This is an optimization exercise on Yosys and OpenROAD, whose aim is small area, a short achievable clock period and few clock cycles, not a production implementation. The RTL was checked by simulation tests, not by an equivalence proof against the original design. Power and IR drop assume default switching activity.

==> flow/design.v <==
module ring_buffer #(
    parameter N  = 64,
    parameter AW = 6
) (
    input  wire          clk,
    input  wire          rst,
    input  wire          put,        
    input  wire [7:0]    put_data,
    input  wire          get,        
    output wire [7:0]    rd_data,    
    output wire          empty,
    output wire          full,
    output wire [AW-1:0] depth
);
    reg [7:0]    mem [0:N-1];
    reg [AW-1:0] rd;
    reg [AW-1:0] wr;
    localparam [AW-1:0] LAST = N - 1;
    localparam [AW:0]   SLOTS = N;
    wire [AW-1:0] wr_next = (wr == LAST) ? {AW{1'b0}} : wr + 1'b1;
    wire [AW-1:0] rd_next = (rd == LAST) ? {AW{1'b0}} : rd + 1'b1;
    wire [AW:0]   wrap_sum = SLOTS + {1'b0, wr} - {1'b0, rd};
    assign empty   = (rd == wr);
    assign full    = (wr_next == rd);
    assign depth   = (wr >= rd) ? (wr - rd) : wrap_sum[AW-1:0];
    assign rd_data = mem[rd];
    always @(posedge clk) begin
        if (put)
            mem[wr] <= put_data;
    end
    always @(posedge clk) begin
        if (rst) begin
            rd <= {AW{1'b0}};
            wr <= {AW{1'b0}};
        end else begin
            if (put) wr <= wr_next;
            if (get) rd <= rd_next;
        end
    end
endmodule
module usb_uart_bridge (
    input  wire        clk,
    input  wire        rst,
    input  wire        cmd_valid,
    input  wire [7:0]  cmd_data,
    output wire        cmd_ready,
    output reg         ev_valid,
    output reg  [3:0]  ev_code,
    output reg  [31:0] ev_data,
    input  wire        ev_ready
);
    localparam [3:0] EV_BRR      = 4'h0,
                     EV_SETCR    = 4'h1,
                     EV_CLRCR    = 4'h2,
                     EV_READDR   = 4'h3,
                     EV_WRITEDR  = 4'h4,
                     EV_NVIC     = 4'h5,
                     EV_REGOUT   = 4'h6,
                     EV_CFGEP    = 4'h7,
                     EV_USBREAD  = 4'h8,
                     EV_WDATA    = 4'h9,
                     EV_USBWRITE = 4'hA,
                     EV_CLEARNAK = 4'hB,
                     EV_RETURN   = 4'hC,
                     EV_RESULT   = 4'hD,
                     EV_LINEOUT  = 4'hE,
                     EV_HALT     = 4'hF;
    localparam [1:0] ST_OK = 2'd0, ST_UNHANDLED = 2'd1, ST_NAK = 2'd2;
    localparam [4:0] CR_RXNEIE = 5'b00001,
                     CR_UE     = 5'b00010,
                     CR_TE     = 5'b00100,
                     CR_RE     = 5'b01000,
                     CR_TXEIE  = 5'b10000;
    localparam [3:0] EP0 = 4'd0, EP_OUT = 4'd1, EP_IN = 4'd2;
    localparam [2:0] S_OP    = 3'd0,    
                     S_ARG   = 3'd1,    
                     S_LEN   = 3'd2,    
                     S_EXEC  = 3'd3,    
                     S_DATA  = 3'd4,    
                     S_PUT   = 3'd5,    
                     S_POST  = 3'd6,    
                     S_DRAIN = 3'd7;    
    reg [2:0]  state;
    reg [2:0]  step;
    reg [7:0]  op;
    reg [31:0] arg;
    reg [1:0]  arg_idx;
    reg [1:0]  arg_last;
    reg [7:0]  len;
    reg [7:0]  cnt;
    reg [7:0]  data_byte;
    reg        skip;        
    reg        pending;     
    reg        nakf;
    reg        halt;
    reg [31:0] baud;
    reg [4:0]  ucr;
    reg        nvic_en;
    reg        rxne;
    reg [7:0]  rdr;
    reg        txe;
    reg [7:0]  tdr;
    reg        rx_put, rx_get, tx_put, tx_get;
    reg [7:0]  rx_put_data, tx_put_data;
    wire [7:0] rx_rd_data, tx_rd_data;
    wire       rx_empty, rx_full, tx_empty, tx_full;
    wire [5:0] rx_depth;
    wire [6:0] tx_depth;
    ring_buffer #(.N(64), .AW(6)) u_rxrb (
        .clk(clk), .rst(rst),
        .put(rx_put), .put_data(rx_put_data), .get(rx_get),
        .rd_data(rx_rd_data), .empty(rx_empty), .full(rx_full), .depth(rx_depth)
    );
    ring_buffer #(.N(128), .AW(7)) u_txrb (
        .clk(clk), .rst(rst),
        .put(tx_put), .put_data(tx_put_data), .get(tx_get),
        .rd_data(tx_rd_data), .empty(tx_empty), .full(tx_full), .depth(tx_depth)
    );
    function [2:0] fmt_of;    
        input [7:0] o;
        begin
            case (o)
                8'h01, 8'h02, 8'h03, 8'h05, 8'h06, 8'h07,
                8'h10, 8'h13, 8'h50, 8'h61:       fmt_of = 3'd0;
                8'h00, 8'h04, 8'h42, 8'h60:       fmt_of = 3'd1;
                8'h40:                            fmt_of = 3'd2;
                8'h11:                            fmt_of = 3'd3;
                8'h12, 8'h41, 8'h43:              fmt_of = 3'd4;
                default:                          fmt_of = 3'd7;
            endcase
        end
    endfunction
    wire       is_env   = (op == 8'h60) || (op == 8'h61);
    wire       cmd_fire = cmd_valid && cmd_ready;
    wire       ev_free  = !ev_valid;
    wire [7:0] bulk_n   = (len > 8'd64) ? 8'd64 : len;
    wire [7:0] ctrl_n   = (len > 8'd7)  ? 8'd7  : len;
    wire       push_byte = !skip && ((op == 8'h12) || (op == 8'h43 && cnt < 8'd64));
    assign cmd_ready = (state == S_OP) || (state == S_ARG) ||
                       (state == S_LEN) || (state == S_DATA);
    reg        emit;
    reg [3:0]  emit_code;
    reg [31:0] emit_data;
    always @(posedge clk) begin
        if (rst)
            ev_valid <= 1'b0;
        else if (emit)
            ev_valid <= 1'b1;
        else if (ev_ready)
            ev_valid <= 1'b0;
    end
    always @(posedge clk) begin
        if (emit) begin
            ev_code <= emit_code;
            ev_data <= emit_data;
        end
    end
    always @(*) begin
        rx_put = 1'b0; rx_put_data = rdr;
        rx_get = 1'b0;
        tx_put = 1'b0; tx_put_data = data_byte;
        tx_get = 1'b0;
        emit = 1'b0; emit_code = 4'h0; emit_data = 32'h0;
        case (state)
            S_EXEC: begin
                if (halt && !is_env) begin
                end else begin
                    case (op)
                        8'h00: if (ev_free) begin
                            emit = 1'b1; emit_code = EV_RESULT;
                            emit_data = {31'h0, !rx_full};
                            rx_put = !rx_full; rx_put_data = arg[7:0];
                        end
                        8'h04: if (ev_free) begin
                            emit = 1'b1; emit_code = EV_RESULT;
                            emit_data = {31'h0, !tx_full};
                            tx_put = !tx_full; tx_put_data = arg[7:0];
                        end
                        8'h01: if (ev_free) begin
                            emit = 1'b1; emit_code = EV_RESULT;
                            emit_data = rx_empty ? 32'h0 : {23'h0, 1'b1, rx_rd_data};
                            rx_get = !rx_empty;
                        end
                        8'h05: if (ev_free) begin
                            emit = 1'b1; emit_code = EV_RESULT;
                            emit_data = tx_empty ? 32'h0 : {23'h0, 1'b1, tx_rd_data};
                            tx_get = !tx_empty;
                        end
                        8'h02: if (ev_free) begin
                            emit = 1'b1; emit_code = EV_RESULT;
                            emit_data = {26'h0, rx_depth};
                        end
                        8'h06: if (ev_free) begin
                            emit = 1'b1; emit_code = EV_RESULT;
                            emit_data = {25'h0, tx_depth};
                        end
                        8'h03: if (ev_free) begin
                            emit = 1'b1; emit_code = EV_RESULT;
                            emit_data = {31'h0, rx_empty};
                        end
                        8'h07: if (ev_free) begin
                            emit = 1'b1; emit_code = EV_RESULT;
                            emit_data = {31'h0, tx_empty};
                        end
                        8'h10: if (ev_free) begin    
                            emit = 1'b1;
                            case (step)
                                3'd0:    begin emit_code = EV_BRR;   emit_data = baud; end
                                3'd1:    begin emit_code = EV_SETCR;
                                               emit_data = {27'h0, CR_RXNEIE | CR_UE | CR_TE | CR_RE}; end
                                default: begin emit_code = EV_NVIC;  emit_data = 32'h0; end
                            endcase
                        end
                        8'h11: if (ev_free) begin    
                            emit = 1'b1; emit_code = EV_BRR; emit_data = arg;
                        end
                        8'h13: begin                 
                            case (step)
                                3'd0: if (rxne && ev_free) begin
                                    emit = 1'b1; emit_code = EV_READDR; emit_data = {24'h0, rdr};
                                    rx_put = !rx_full;
                                end
                                3'd1: if (ev_free) begin
                                    emit = 1'b1; emit_code = EV_HALT; emit_data = 32'd1;
                                end
                                default: if (txe && ev_free) begin
                                    emit = 1'b1;
                                    if (tx_empty) begin
                                        emit_code = EV_CLRCR; emit_data = {27'h0, CR_TXEIE};
                                    end else begin
                                        emit_code = EV_WRITEDR; emit_data = {24'h0, tx_rd_data};
                                        tx_get = 1'b1;
                                    end
                                end
                            endcase
                        end
                        8'h40: if (ev_free) begin    
                            emit = 1'b1; emit_code = EV_RETURN;
                            if (arg[7:0] == 8'h21 && arg[15:8] == 8'h20) begin
                                emit_data = {30'h0, ST_OK};
                            end else if (arg[7:0] == 8'h21 && arg[15:8] == 8'h22) begin
                                if (step == 3'd0) begin
                                    emit_code = EV_USBWRITE; emit_data = {28'h0, EP0};
                                end else begin
                                    emit_data = {30'h0, ST_OK};
                                end
                            end else begin
                                emit_data = {30'h0, ST_UNHANDLED};
                            end
                        end
                        8'h41: if (ev_free) begin    
                            emit = 1'b1;
                            if (pending) begin
                                emit_code = EV_USBREAD; emit_data = {16'h0, ctrl_n, 4'h0, EP0};
                            end else begin
                                emit_code = EV_RETURN;  emit_data = {30'h0, ST_UNHANDLED};
                            end
                        end
                        8'h42: begin                 
                            if (arg[7:0] != 8'h0 || step == 3'd0) if (ev_free) begin
                                emit = 1'b1;
                                if (arg[7:0] == 8'h0) begin
                                    emit_code = EV_RETURN; emit_data = {30'h0, ST_OK};
                                end else begin
                                    case (step)
                                        3'd0:    begin emit_code = EV_REGOUT; emit_data = {28'h0, EP_OUT}; end
                                        3'd1:    begin emit_code = EV_CFGEP;  emit_data = {27'h0, 1'b1, EP_IN}; end
                                        3'd2:    begin emit_code = EV_CFGEP;  emit_data = {27'h0, 1'b0, EP_OUT}; end
                                        default: begin emit_code = EV_RETURN; emit_data = {30'h0, ST_OK}; end
                                    endcase
                                end
                            end
                        end
                        8'h43: if (ev_free) begin    
                            emit = 1'b1; emit_code = EV_USBREAD;
                            emit_data = {16'h0, bulk_n, 4'h0, EP_OUT};
                        end
                        8'h50: begin                 
                            if (nakf && tx_depth < 7'd64 && ev_free) begin
                                emit = 1'b1; emit_code = EV_CLEARNAK; emit_data = {28'h0, EP_OUT};
                            end
                        end
                        8'h61: begin                 
                            if (ucr[1] && ucr[2] && !txe && ev_free) begin
                                emit = 1'b1; emit_code = EV_LINEOUT; emit_data = {24'h0, tdr};
                            end
                        end
                        default: ;
                    endcase
                end
            end
            S_PUT: if (ev_free) begin
                emit = 1'b1;
                if (tx_full) begin
                    emit_code = EV_HALT; emit_data = 32'd2;
                end else begin
                    emit_code = EV_SETCR; emit_data = {27'h0, CR_TXEIE};
                    tx_put = 1'b1;
                end
            end
            S_POST: if (!halt && ev_free) begin
                case (op)
                    8'h41: if (skip) begin
                    end else if (len == 8'd7) begin
                        emit = 1'b1;
                        case (step)
                            3'd0:    begin emit_code = EV_BRR;      emit_data = arg; end
                            3'd1:    begin emit_code = EV_USBWRITE; emit_data = {28'h0, EP0}; end
                            default: begin emit_code = EV_RETURN;   emit_data = {30'h0, ST_OK}; end
                        endcase
                    end else begin
                        emit = 1'b1; emit_code = EV_RETURN; emit_data = {30'h0, ST_UNHANDLED};
                    end
                    8'h43: begin
                        emit = 1'b1; emit_code = EV_RETURN;
                        emit_data = (tx_depth >= 7'd64) ? {30'h0, ST_NAK} : {30'h0, ST_OK};
                    end
                    default: ;
                endcase
            end
            S_DRAIN: if (ev_free) begin
                if (cnt < 8'd64 && !rx_empty) begin
                    emit = 1'b1; emit_code = EV_WDATA; emit_data = {24'h0, rx_rd_data};
                    rx_get = 1'b1;
                end else if (cnt != 8'd0) begin
                    emit = 1'b1; emit_code = EV_USBWRITE; emit_data = {16'h0, cnt, 4'h0, EP_IN};
                end
            end
            default: ;
        endcase
    end
    always @(posedge clk) begin
        if (rst) begin
            state    <= S_OP;
            step     <= 3'd0;
            op       <= 8'h0;
            arg      <= 32'h0;
            arg_idx  <= 2'd0;
            arg_last <= 2'd0;
            len      <= 8'h0;
            cnt      <= 8'h0;
            skip     <= 1'b0;
            pending  <= 1'b0;
            nakf     <= 1'b0;
            halt     <= 1'b0;
            baud     <= 32'd9600;
            ucr      <= 5'h0;
            nvic_en  <= 1'b0;
            rxne     <= 1'b0;
            rdr      <= 8'h0;
            txe      <= 1'b1;
            tdr      <= 8'h0;
            data_byte <= 8'h0;
        end else begin
            case (state)
                S_OP: if (cmd_fire) begin
                    op      <= cmd_data;
                    step    <= 3'd0;
                    arg_idx <= 2'd0;
                    cnt     <= 8'h0;
                    skip    <= 1'b0;
                    case (fmt_of(cmd_data))
                        3'd0: state <= S_EXEC;
                        3'd1: begin state <= S_ARG; arg_last <= 2'd0; end
                        3'd2: begin state <= S_ARG; arg_last <= 2'd1; end
                        3'd3: begin state <= S_ARG; arg_last <= 2'd3; end
                        3'd4: state <= S_LEN;
                        default: state <= S_OP;    
                    endcase
                end
                S_ARG: if (cmd_fire) begin
                    arg[8*arg_idx +: 8] <= cmd_data;
                    arg_idx <= arg_idx + 2'd1;
                    if (arg_idx == arg_last)
                        state <= S_EXEC;
                end
                S_LEN: if (cmd_fire) begin
                    len   <= cmd_data;
                    state <= S_EXEC;
                end
                S_EXEC: begin
                    if (halt && !is_env) begin
                        if (fmt_of(op) == 3'd4 && len != 8'h0) begin
                            skip  <= 1'b1;
                            state <= S_DATA;
                        end else begin
                            state <= S_OP;
                        end
                    end else begin
                        case (op)
                            8'h00, 8'h04, 8'h01, 8'h05,
                            8'h02, 8'h06, 8'h03, 8'h07,
                            8'h11: if (emit) begin
                                if (op == 8'h11) baud <= arg;
                                state <= S_OP;
                            end
                            8'h10: if (emit) begin
                                step <= step + 3'd1;
                                if (step == 3'd1) ucr <= ucr | CR_RXNEIE | CR_UE | CR_TE | CR_RE;
                                if (step == 3'd2) begin
                                    nvic_en <= 1'b1;
                                    state   <= S_OP;
                                end
                            end
                            8'h12: begin             
                                state <= (len == 8'h0) ? S_OP : S_DATA;
                            end
                            8'h13: begin             
                                case (step)
                                    3'd0: if (!rxne) begin
                                        step <= 3'd2;
                                    end else if (emit) begin
                                        rxne <= 1'b0;
                                        step <= rx_full ? 3'd1 : 3'd2;
                                    end
                                    3'd1: if (emit) begin
                                        halt  <= 1'b1;
                                        state <= S_OP;
                                    end
                                    default: if (!txe) begin
                                        state <= S_OP;
                                    end else if (emit) begin
                                        if (tx_empty) begin
                                            ucr[4] <= 1'b0;
                                        end else begin
                                            tdr <= tx_rd_data;
                                            txe <= 1'b0;
                                        end
                                        state <= S_OP;
                                    end
                                endcase
                            end
                            8'h40: if (emit) begin   
                                pending <= 1'b0;
                                if (arg[7:0] == 8'h21 && arg[15:8] == 8'h20) begin
                                    pending <= 1'b1;
                                    state   <= S_OP;
                                end else if (arg[7:0] == 8'h21 && arg[15:8] == 8'h22 && step == 3'd0) begin
                                    step <= 3'd1;
                                end else begin
                                    state <= S_OP;
                                end
                            end
                            8'h41: if (emit) begin   
                                pending <= 1'b0;
                                skip    <= !pending;
                                state   <= (len == 8'h0) ? S_POST : S_DATA;
                            end
                            8'h42: begin             
                                if (emit) begin
                                    step <= step + 3'd1;
                                    if (arg[7:0] == 8'h0 || step == 3'd3)
                                        state <= S_OP;
                                end
                            end
                            8'h43: if (emit) begin   
                                state <= (len == 8'h0) ? S_POST : S_DATA;
                            end
                            8'h50: begin             
                                if (!(nakf && tx_depth < 7'd64)) begin
                                    cnt   <= 8'h0;
                                    state <= S_DRAIN;
                                end else if (emit) begin
                                    nakf  <= 1'b0;
                                    cnt   <= 8'h0;
                                    state <= S_DRAIN;
                                end
                            end
                            8'h60: begin             
                                if (ucr[1] && ucr[3] && !rxne) begin
                                    rdr  <= arg[7:0];
                                    rxne <= 1'b1;
                                end
                                state <= S_OP;
                            end
                            8'h61: begin             
                                if (!(ucr[1] && ucr[2] && !txe)) begin
                                    state <= S_OP;
                                end else if (emit) begin
                                    txe   <= 1'b1;
                                    state <= S_OP;
                                end
                            end
                            default: state <= S_OP;
                        endcase
                    end
                end
                S_DATA: if (cmd_fire) begin
                    data_byte <= cmd_data;
                    cnt       <= cnt + 8'd1;
                    if (op == 8'h41 && cnt < 8'd4)
                        arg[8*cnt[1:0] +: 8] <= cmd_data;
                    if (push_byte)
                        state <= S_PUT;
                    else if (cnt + 8'd1 == len)
                        state <= (skip && op != 8'h41) ? S_OP : S_POST;
                end
                S_PUT: if (emit) begin
                    if (tx_full) begin
                        halt <= 1'b1;
                        skip <= 1'b1;
                        state <= (cnt == len) ? S_OP : S_DATA;
                    end else begin
                        ucr[4] <= 1'b1;
                        state <= (cnt == len) ? S_POST : S_DATA;
                    end
                end
                S_POST: begin
                    step <= step + 3'd1;
                    if (halt) begin
                        state <= S_OP;
                    end else begin
                        case (op)
                            8'h41: if (skip) begin
                                state <= S_OP;
                            end else if (len == 8'd7) begin
                                if (emit) begin
                                    if (step == 3'd0) baud <= arg;
                                    if (step == 3'd2) state <= S_OP;
                                end else begin
                                    step <= step;
                                end
                            end else if (emit) begin
                                state <= S_OP;
                            end else begin
                                step <= step;
                            end
                            8'h43: if (emit) begin
                                if (tx_depth >= 7'd64) nakf <= 1'b1;
                                state <= S_OP;
                            end else begin
                                step <= step;
                            end
                            default: state <= S_OP;
                        endcase
                    end
                end
                S_DRAIN: if (ev_free) begin
                    if (cnt < 8'd64 && !rx_empty) begin
                        cnt <= cnt + 8'd1;
                    end else begin
                        state <= S_OP;
                    end
                end
                default: state <= S_OP;
            endcase
        end
    end
endmodule
==> flow/run.sh <==
#!/bin/bash
# synth_recipe.tcl (not shown) runs the flow's synth.tcl, then flattens the netlist and writes it again
# the make line also repeats each setting of config.mk as NAME=value (left out here)
make -C /OpenROAD-flow-scripts/flow DESIGN_CONFIG=/design/flow/config.mk WORK_HOME=/design/flow/orfs CLKGATE_MAP_FILE= SYNTH_SCRIPT=/design/flow/synth_recipe.tcl finish
==> flow/config.mk <==
export PLATFORM = sky130hd
export DESIGN_NAME = usb_uart_bridge
export DESIGN_NICKNAME = usb_uart_bridge
export VERILOG_FILES = /design/flow/design.v
export SDC_FILE = /design/flow/constraint.sdc
export NUM_CORES = 4
export LEC_CHECK = 0
export CAP_MARGIN = 20
export CORE_MARGIN = 2
export CORE_UTILIZATION = 40
export SLEW_MARGIN = 20
==> flow/constraint.sdc <==
create_clock -name core_clock -period 7.0 [get_ports {clk}]
set_input_delay 1.4000 -clock core_clock [delete_from_list [all_inputs] [get_ports {clk}]]
set_output_delay 1.4000 -clock core_clock [all_outputs]
set_load 0.01 [all_outputs]
==> results.py <==
metrics = {
    "run_status": {
        "status": "timing/DRC/antenna clean",
    },
    "sta": {
        "fin_setup_tns_ps": 0,
        "clock.fmax_mhz": 186,
        "relSlewSlack_pct": 29.0,
        "fin_crit_sh_pct": 76.9,
        "fin_worst_skew_ps": 33.9,
        "rsz0062_at_grt": "false",
        "setup_viol": 0,
        "drv_slew": 0,
        "tightest_slew_ps": 1050,
        "finalCriticalPeriod_ps": 5380,
        "hold_viol": 0,
    },
    "place": {
        "place_area_um2": 74700,
        "gp_congestion": 0.961,
        "hpwl_mm": 117,
        "port_buffers": 49,
    },
    "power_and_ir_drop": {
        "p_switching_uw": 4200,
        "power.leakage_uw": 0.0218,
        "power_frac_comb_pct": 1.1,
        "internal-power_uw": 16600,
        "p_clk_share_pct": 45.1,
        "peakVddDrop_v": 0.000196,
        "pwr-share-seq_pct": 53.9,
        "swShare_pct": 20.2,
        "cellPowerDensity_nw_per_um2": 258,
    },
    "critical_path": {
        "path_cells": "and2_1, nand2b_1, or3_1, nor2_2, nor2_1, nor3_1, nand3_2, nor2_1",
        "r2r-start": "state[0]",
        "r2r_slack_ps": 1620,
        "worstSetupPathType": "flip-flop to flip-flop",
        "cp_top_family": "simple AND/OR/NAND/NOR gates",
        "r2r_cells": 8,
        "cp_max_fo": 16,
        "critPathLaunchType": "flip-flop",
        "crit_slowest_cell": "nor2_1",
        "crit_buf_inv": 0,
        "max_stage_delay_ps": 920,
        "arrival_ps": 5810,
        "r2r-end": "u_txrb.mem[54][4]",
        "cp.required_ps": 7430,
        "path_common_cell": "nor2_1",
        "crit_path_end_kind": "flip-flop",
    },
    "synthesis": {
        "synth_nets": 4133,
        "syn_area_um2": 71300,
        "synth-main-ff-cell": "edfxtp_1",
        "seq_area_frac_synth_pct": 70.9,
        "synth_top_area_cell": "edfxtp_1",
        "synth_edf_count": 1572,
        "synthDistinctLibCells": 90,
        "synth_top_area_share_pct": 66.2,
        "synth_cells": 4089,
        "ys_ff_latch": 1741,
        "syn-mean-instance-area_um2": 17.4,
        "ys_warn_count": 3,
        "yosys-top-cells-area": "edfxtp_1 66%, mux4_2 14%, dfxtp_1 4.7%",
        "async_flop_share_pct": 0,
    },
    "drt": {
        "drc_errors": 0,
        "finalWirelength_mm": 187,
        "vias": 39036,
        "avgRoutedWirePerCell_um": 28.1,
        "via_per_inst": 5.87,
        "drt_pass1_iterations": 6,
        "drtAntennaViolNets": 0,
        "drtIter0Drc": 4570,
    },
    "grt": {
        "grt_usage_pct": 20.5,
        "grt_pass1_vias": 38289,
        "grt_overflow": 0,
        "grt_first_pass_wirelength_mm": 273,
        "antenna_found_initial": 2,
        "grt_start_max_net_pins": 80,
    },
    "clock_tree": {
        "cts_buffer_depth": 3,
        "clockRootBuffer": "clkbuf_16",
        "cts_resized": 0,
        "htree_num_levels": 4,
        "clkTransAtPathRegs_ps": 60,
        "clk_latency_ps": 830,
        "postCtsHoldBufs": 0,
        "cts_tree": "done",
        "numCtsBuffers": 178,
        "cts_setup_buffers": 0,
        "cts.sinks": 1741,
    },
    "hold_path": {
        "min_path_cells": 2,
        "min_from": "data_byte[6]",
        "hold_class": "flip-flop to flip-flop",
        "holdPathEnd": "data_byte[6]",
    },
    "finish": {
        "stdcell_area_um2": 80500,
        "final_nets": 4213,
        "fill_cells": 14944,
        "area_growth_pct": 12.8,
        "layout-drive-gt1-share_pct": 20.2,
        "diodes": 0,
    },
    "floorplan": {
        "rows": 154,
        "die_h_um": 426,
        "die_area_um2": 182000,
        "core_area_um2": 177000,
        "pin_count": 50,
        "die_w_um": 426,
        "start_util_pct": 40.4,
    },
    "flow_run": {
        "cap_violations": 0,
    },
}
==> power groups by stage <==
stage               Combinational, µW  Clock, µW  Sequential (µW)
floorplan                         143          0            11400
global placement                  214          0            11400
detailed placement                211          0            11400
CTS                               212       9530            11200
global route                      231       9940            11200
finish                            219       9360            11200
==> sequential cells by signal, summed over array words and instances, names as in the netlist, 8 cells and up, named ones only <==
register and flops:
u_txrb.mem 1024, u_rxrb.mem 512, arg 32, baud 32, ev_data 32, cnt 8, data_byte 8, len 8
op 8, rdr 8, tdr 8
==> layer usage <==
| layer | vias to the layer above | GRT usage [%] | part of all wire, % |
|---|---|---|---|
| li1 | 16597 | - | - |
| met1 | 20637 | 30.4 | 44 |
| met2 | 1517 | 31.5 | 46 |
| met3 | 283 | 3.66 | 7.1 |
| met4 | 2 | 5.41 | 2.4 |
| met5 | - | 0 | 0.0064 |
==> cell type report <==
cell class | instances | area (µm²) | share of cell area, %
Tap cell | 2340 | 2930 | 3.64
Sequential cell | 1741 | 50600 | 62.9
Multi-Input combinational cell | 2067 | 19700 | 24.5
Timing Repair Buffer | 142 | 1340 | 1.66
Clock inverter | 98 | 1010 | 1.26
Clock buffer | 228 | 4710 | 5.86
Inverter | 39 | 146 | 0.182
==> tightest hold or removal path, cell delays in order, from the launching register on <==
cell	delay, ps
dfxtp_1	310
nand2_1	50
a21oi_1	50
==> cell families (layout without fill, tap and decap cells) <==
family / Yosys count / in the layout / share of synthesized area [%]
multiplexers: 526 / 526 / 15.3
buffers and inverters: 281 / 507 / 1.57
flip-flops: 1741 / 1741 / 70.9
AND/OR/NAND/NOR: 959 / 959 / 6.29
AO/OA/AOI/OAI: 500 / 500 / 4.66
XOR/XNOR: 50 / 50 / 0.614
adder cells (fa/ha/maj): 32 / 32 / 0.583
==> synth_stat cells, drive strengths merged, types with 11 or more instances <==
cell and instances:
a211oi 22, a21o 14, a21oi 153, a221oi 13
a22oi 59, a31oi 16, and2 20, and3 18
buf 70, clkbuf 172, dfxtp 169, edfxtp 1572
ha 30, inv 39, mux2 26, mux2i 49
mux4 451, nand2 280, nand2b 20, nand3 48
nand3b 11, nand4 12, nand4b 11, nor2 365
nor2b 28, nor3 46, nor4 11, nor4b 12
o211ai 25, o21ai 79, o22ai 16, or2 13
or3 21, or4 12, xnor2 32, xor2 18
==> through the flow <==
step                      utilization (%)  setup slack (ps)  total power [µW]  std cells  hold WS (ps)
after floorplan                         -              3040             11500       4089           432
after global placement               42.3              1890             11600       6329           441
after detailed placement             42.3              1730             11600       6329           447
after CTS                            45.5              1690             20900       6655           455
after global routing                 45.5              1340             21400       6655           471
final                                45.5              1620             20800       6655           455
==> placed cells by master (no fill, tap or decap), drive strengths merged, types with 13 or more instances in the layout <==
cell	synthesis	final
nor2b	28	28
a31oi	16	16
mux4	451	451
edfxtp	1572	1572
nor3	46	46
mux2	26	26
clkinv	0	74
or3	21	21
and3	18	18
a221oi	13	13
bufinv	0	15
a22oi	59	59
clkdlybuf4s50	0	48
nor2	365	365
xnor2	32	32
nand3	48	48
o211ai	25	25
ha	30	30
xor2	18	18
clkbuf	172	228
a21o	14	14
inv	39	45
mux2i	49	49
buf	70	94
or2	13	13
nand2	280	280
o21ai	79	79
dfxtp	169	169
o22ai	16	16
nand2b	20	20
and2	20	20
a21oi	153	153
a211oi	22	22
==> worst max-delay path by stage <==
stage,startpoint,to,slack [ps],cells after the start
6_report,state[0],u_txrb.mem[54][4],1620,8
4_1_cts,state[0],u_txrb.mem[54][1],1690,8
3_3_place_gp,state[0],u_txrb.mem[94][3],1890,8
5_1_grt,state[1],u_txrb.mem[54][4],1340,8
3_5_place_dp,state[1],u_txrb.mem[54][2],1730,8
2_1_floorplan,u_txrb.wr[0],step[2],3040,15
Testbench counts, summed over its fixed seeds: cycles 81,866.

## what the ideal ports hide
In the flow no input, the clock included, has a driving cell. The finished layout below was timed again as built, in two steps.
Step 1, drivers: a clkbuf_16 drives clk and a buf_2 each remaining input, both assumed.
Step 2 adds t to the input delays and takes it off the output delays; t is the mean of the earliest and latest rising clock arrival at the registers after step 1. Input paths then give back, and output paths get back, about the clock's delay inside the block.
a / b / c = no drivers / after step 1 / after step 2; a / b = the first two.
t (ns): 0.883
setup WS [ns]: 1.617 / 1.617 / 1.617
worst setup path at the end: register to register
After both steps setup and hold are still met in this run. The setup slack of this run moves by 0.000 ns with the drivers and by 0.000 ns with both steps.
